This design comes from an exercise in tuning for small area, a short achievable clock period and few clock cycles per item on the open sky130 flow, not from production work.
In this exercise RTL edits were held to simulation tests only and were not proved equivalent to the original.
Power is estimated from default activity; no workload was simulated.

==> flow/design.v <==
module mm_muldiv (
    input  wire        clk,
    input  wire        rst,       
    input  wire        start,     
    input  wire [1:0]  op,
    input  wire [23:0] a_in,
    input  wire [23:0] l_in,
    input  wire [23:0] m_in,
    output wire        busy,
    output wire        done,      
    output wire [23:0] a_out,
    output wire [23:0] l_out,
    output wire        err
);
    localparam OP_SMP = 2'd1;
    localparam OP_MPM = 2'd2;
    localparam OP_DIV = 2'd3;
    localparam PH_MUL  = 3'd1;    
    localparam PH_CHK  = 3'd2;    
    localparam PH_PRE  = 3'd3;    
    localparam PH_DIV  = 3'd4;    
    localparam PH_FIX  = 3'd5;    
    localparam PH_DEN  = 3'd6;    
    reg        busy_r;
    reg [2:0]  ph;
    reg [5:0]  cnt;        
    reg [3:0]  k2;         
    reg        mf;         
    reg        ovf;        
    reg        dz;         
    reg        sgn_q;      
    reg        sgn_r;      
    reg [22:0] mr;         
    reg [23:0] r;          
    reg [23:0] q;          
    reg        c_one;      
    reg        c_two;      
    reg        c_neg;      
    reg        c_nr;       
    reg        c_xdiv;     
    reg        c_shr;      
    reg        c_hold;     
    reg        c_rot;      
    reg        done_r;
    wire       fin_now = (ph == PH_FIX) && !r[23] && !(ovf && k2 != 4'd0);
    assign busy = busy_r & !fin_now;
    assign done = done_r | fin_now;
    wire        is_div  = (op == OP_DIV);
    wire        is_smp  = (op == OP_SMP);
    wire        m_zero  = (m_in[22:0] == 23'd0);
    wire        ld_dz   = is_div & m_zero;
    wire [23:0] r_load  = is_div ? {1'b0, (m_zero ? l_in[22:0] : a_in[22:0])} : 24'd0;
    wire [23:0] q_load  = is_smp ? {15'd0, a_in[22:14]} :
                          (is_div & !m_zero) ? {l_in[0], 1'b0, l_in[22:1]} :
                          {1'b0, a_in[22:0]};
    wire [22:0] m_load  = is_smp ? {m_in[22:14], 14'd0} : m_in[22:0];
    wire        neg   = c_nr ? !r[23] : c_neg;
    wire [25:0] y_mag = c_one ? {3'd0, mr} : c_two ? {2'd0, mr, 1'b0} : 26'd0;
    wire [25:0] y     = y_mag ^ {26{neg}};
    wire [25:0] x     = c_xdiv ? {r[23], r, q[22]} : {{2{r[23]}}, r};
    wire [25:0] t     = x + y + {25'd0, neg};
    wire        tneg  = t[23];         
    wire        qin   = c_rot ? q[23] : (!ovf & !tneg);
    always @(posedge clk) begin
        if (!busy) begin
            r     <= r_load;
            q     <= q_load;
            mr    <= m_load;
            k2    <= 4'd0;
            mf    <= !op[0];
            ovf   <= 1'b0;
            dz    <= ld_dz;
            sgn_q <= (op == OP_MPM) ? 1'b0 : (ld_dz ? a_in[23] : a_in[23] ^ m_in[23]);
            sgn_r <= is_div & (m_zero ? l_in[23] : a_in[23]);
        end else begin
            if (c_shr) begin
                r <= t[25:2];
                q <= {t[1:0], q[23:2]};
            end else begin
                r <= t[23:0];
                if (!c_hold)
                    q <= {q[22:0], qin};
            end
            if (ph == PH_PRE && mr[22:21] == 2'b00) begin
                mr <= {mr[20:0], 2'b00};
                k2 <= k2 + 4'd1;
            end
            if (ph == PH_CHK)
                ovf <= !tneg;
        end
    end
    function [2:0] booth;    
        input b1, b0, bm;
        booth = {b0 ^ bm, (b1 & !b0 & !bm) | (!b1 & b0 & bm), b1};
    endfunction
    wire [2:0] dig_load = booth(q_load[1], q_load[0], 1'b0);
    wire [2:0] dig_next = booth(q[3], q[2], q[1]);
    wire       last     = (cnt == 6'd0);
    wire       den_next = ovf && k2 != 4'd0;
    always @(posedge clk) begin
        if (!busy) begin
            {c_one, c_two, c_neg} <= is_div ? 3'b101 : dig_load;
            c_nr   <= 1'b0;
            c_xdiv <= 1'b0;
            c_shr  <= !is_div;
            c_hold <= 1'b0;
            c_rot  <= 1'b1;
            cnt    <= is_smp ? 6'd6 : 6'd11;
        end else begin
            cnt <= cnt - 6'd1;
            case (ph)
                PH_MUL: {c_one, c_two, c_neg} <= dig_next;
                PH_CHK: begin
                    c_nr   <= 1'b1;
                    c_xdiv <= tneg;
                    c_rot  <= !tneg;
                    cnt    <= {5'b01011, !tneg};
                end
                PH_PRE: if (last) begin
                    c_xdiv <= 1'b1;
                    c_rot  <= 1'b0;
                    cnt    <= 6'd22 + {1'b0, k2, 1'b0};
                end
                PH_DIV: if (last) begin
                    {c_one, c_two, c_neg} <= {tneg, 2'b00};
                    c_nr   <= 1'b0;
                    c_xdiv <= 1'b0;
                    c_hold <= 1'b1;
                end
                PH_FIX: begin
                    {c_one, c_two, c_neg} <= 3'b000;
                    c_shr <= 1'b1;
                    cnt   <= {2'b00, k2} - 6'd1;
                end
                default: ;
            endcase
        end
    end
    always @(posedge clk) begin
        if (rst) begin
            busy_r <= 1'b0;
            done_r <= 1'b0;
            ph     <= 3'd0;
        end else begin
            done_r <= 1'b0;
            if (!busy) begin
                busy_r <= start & !ld_dz;
                done_r <= start & ld_dz;
                ph     <= (!start | ld_dz) ? 3'd0 : is_div ? PH_CHK : PH_MUL;
            end else begin
                case (ph)
                    PH_CHK: ph <= tneg ? PH_DIV : PH_PRE;
                    PH_PRE: if (last) ph <= PH_DIV;
                    PH_DIV: if (last) ph <= PH_FIX;
                    PH_FIX: begin
                        if (den_next)
                            ph <= PH_DEN;
                        else begin
                            busy_r <= 1'b0;
                            ph     <= 3'd0;
                            done_r <= 1'b1;      
                        end
                    end
                    default: if (last) begin    
                        busy_r <= 1'b0;
                        done_r <= 1'b1;
                        ph     <= 3'd0;
                    end
                endcase
            end
        end
    end
    assign a_out = {sgn_q, mf ? {r[21:0], q[23]} : (ovf ? 23'h7FFFFF : q[22:0])};
    assign l_out = {sgn_r & (dz | (r[22:0] != 23'd0)), mf ? q[22:0] : r[22:0]};
    assign err   = ovf | dz;
endmodule
Settings: LEC_CHECK=0, CAP_MARGIN=20, CORE_MARGIN=2, CORE_UTILIZATION=40, SETUP_SLACK_MARGIN=1.5, SLEW_MARGIN=20; clock period 5.0 ns.
standard.sh (not shown) runs the stock make flow with config.mk's settings and CLKGATE_MAP_FILE= SYNTH_SCRIPT=/design/flow/synth_recipe.tcl, a recipe that flattens the netlist after the stock synthesis.
==> flow/flow/run.sh <==
#!/bin/bash
set -euo pipefail
bash standard.sh "BUFFER_PORTS_ARGS=-buffer_cell sky130_fd_sc_hd__buf_1" finish > standard_flow.log 2>&1
The first run went through all stages and came out clean.
Testbench counts at the start, summed over its fixed seeds: cycles 124,729, items 8,000.
Edit:
--- a/flow/design.v
+++ b/flow/design.v
@@ -35,9 +35,8 @@
     reg [23:0] q;          
     reg        c_one;      
     reg        c_two;      
     reg        c_neg;      
-    reg        c_nr;       
     reg        c_xdiv;     
     reg        c_shr;      
     reg        c_hold;     
     reg        c_rot;      
@@ -52,11 +51,11 @@
     wire [23:0] r_load  = is_div ? {1'b0, (m_zero ? l_in[22:0] : a_in[22:0])} : 24'd0;
     wire [23:0] q_load  = is_smp ? {15'd0, a_in[22:14]} :
                           (is_div & !m_zero) ? {l_in[0], 1'b0, l_in[22:1]} :
                           {1'b0, a_in[22:0]};
-    wire [22:0] m_load  = is_smp ? {m_in[22:14], 14'd0} : m_in[22:0];
-    wire        neg   = c_nr ? !r[23] : c_neg;
-    wire [25:0] y_mag = c_one ? {3'd0, mr} : c_two ? {2'd0, mr, 1'b0} : 26'd0;
+    wire [22:0] m_load  = is_smp ? {4'd0, m_in[22:14], 10'd0} : m_in[22:0];
+    wire        neg   = c_neg;
+    wire [25:0] y_mag = ({26{c_one}} & {3'd0, mr}) | ({26{c_two}} & {2'd0, mr, 1'b0});
     wire [25:0] y     = y_mag ^ {26{neg}};
     wire [25:0] x     = c_xdiv ? {r[23], r, q[22]} : {{2{r[23]}}, r};
     wire [25:0] t     = x + y + {25'd0, neg};
     wire        tneg  = t[23];         
@@ -99,34 +98,38 @@
     wire       den_next = ovf && k2 != 4'd0;
     always @(posedge clk) begin
         if (!busy) begin
             {c_one, c_two, c_neg} <= is_div ? 3'b101 : dig_load;
-            c_nr   <= 1'b0;
             c_xdiv <= 1'b0;
             c_shr  <= !is_div;
             c_hold <= 1'b0;
             c_rot  <= 1'b1;
-            cnt    <= is_smp ? 6'd6 : 6'd11;
+            cnt    <= is_smp ? 6'd4 : 6'd11;
         end else begin
             cnt <= cnt - 6'd1;
             case (ph)
                 PH_MUL: {c_one, c_two, c_neg} <= dig_next;
                 PH_CHK: begin
-                    c_nr   <= 1'b1;
+                    c_neg  <= !tneg;
                     c_xdiv <= tneg;
                     c_rot  <= !tneg;
                     cnt    <= {5'b01011, !tneg};
                 end
-                PH_PRE: if (last) begin
-                    c_xdiv <= 1'b1;
-                    c_rot  <= 1'b0;
-                    cnt    <= 6'd22 + {1'b0, k2, 1'b0};
+                PH_PRE: begin
+                    c_neg  <= !tneg;
+                    if (last) begin
+                        c_xdiv <= 1'b1;
+                        c_rot  <= 1'b0;
+                        cnt    <= 6'd22 + {1'b0, k2, 1'b0};
+                    end
                 end
-                PH_DIV: if (last) begin
-                    {c_one, c_two, c_neg} <= {tneg, 2'b00};
-                    c_nr   <= 1'b0;
-                    c_xdiv <= 1'b0;
-                    c_hold <= 1'b1;
+                PH_DIV: begin
+                    c_neg  <= !tneg;
+                    if (last) begin
+                        {c_one, c_two, c_neg} <= {tneg, 2'b00};
+                        c_xdiv <= 1'b0;
+                        c_hold <= 1'b1;
+                    end
                 end
                 PH_FIX: begin
                     {c_one, c_two, c_neg} <= 3'b000;
                     c_shr <= 1'b1;
Design area went down by 3.4%.
Worst hold slack is better by 0.021 ns.
Worst setup slack improves by 0.14 ns.
Wire length falls by 0.68%.
Power goes down by 3.7%.
Sequential power is about the same.
First-iteration DRC count is higher by 0.66%.
Testbench counts after the change, summed over its fixed seeds: cycles 121,513, items 8,000.

-- afterwards: timing with drivers on the ports --
The results above use ideal ports. As a check the final layouts listed here were re-extracted and re-timed, cells and wires unchanged.
Step 1 assumes that a clkbuf_16 drives the clock port and a buf_2 every other input.
Step 2 moves the port delays by t, midway between the first and last clock arrival at a register: inputs arrive t later, outputs are due t later. That takes back most of the time a late clock gives input paths.
a / b / c = no drivers / after step 1 / after step 2; a / b = the first two.
run	t, ns	setup slack, ns	worst setup path at the end	worst slew at a driven data input, ns	pins driven straight from the clock port
the first run	0.402	1.506 / 1.506 / 1.506	register to register	0.06	1
the second run	0.403	1.645 / 1.645 / 1.349	input to register	0.05	1
After both steps every run listed still meets setup and hold. For the second run, which loses most, drivers alone change the setup slack by 0.000 ns; drivers and shift together by -0.296 ns.
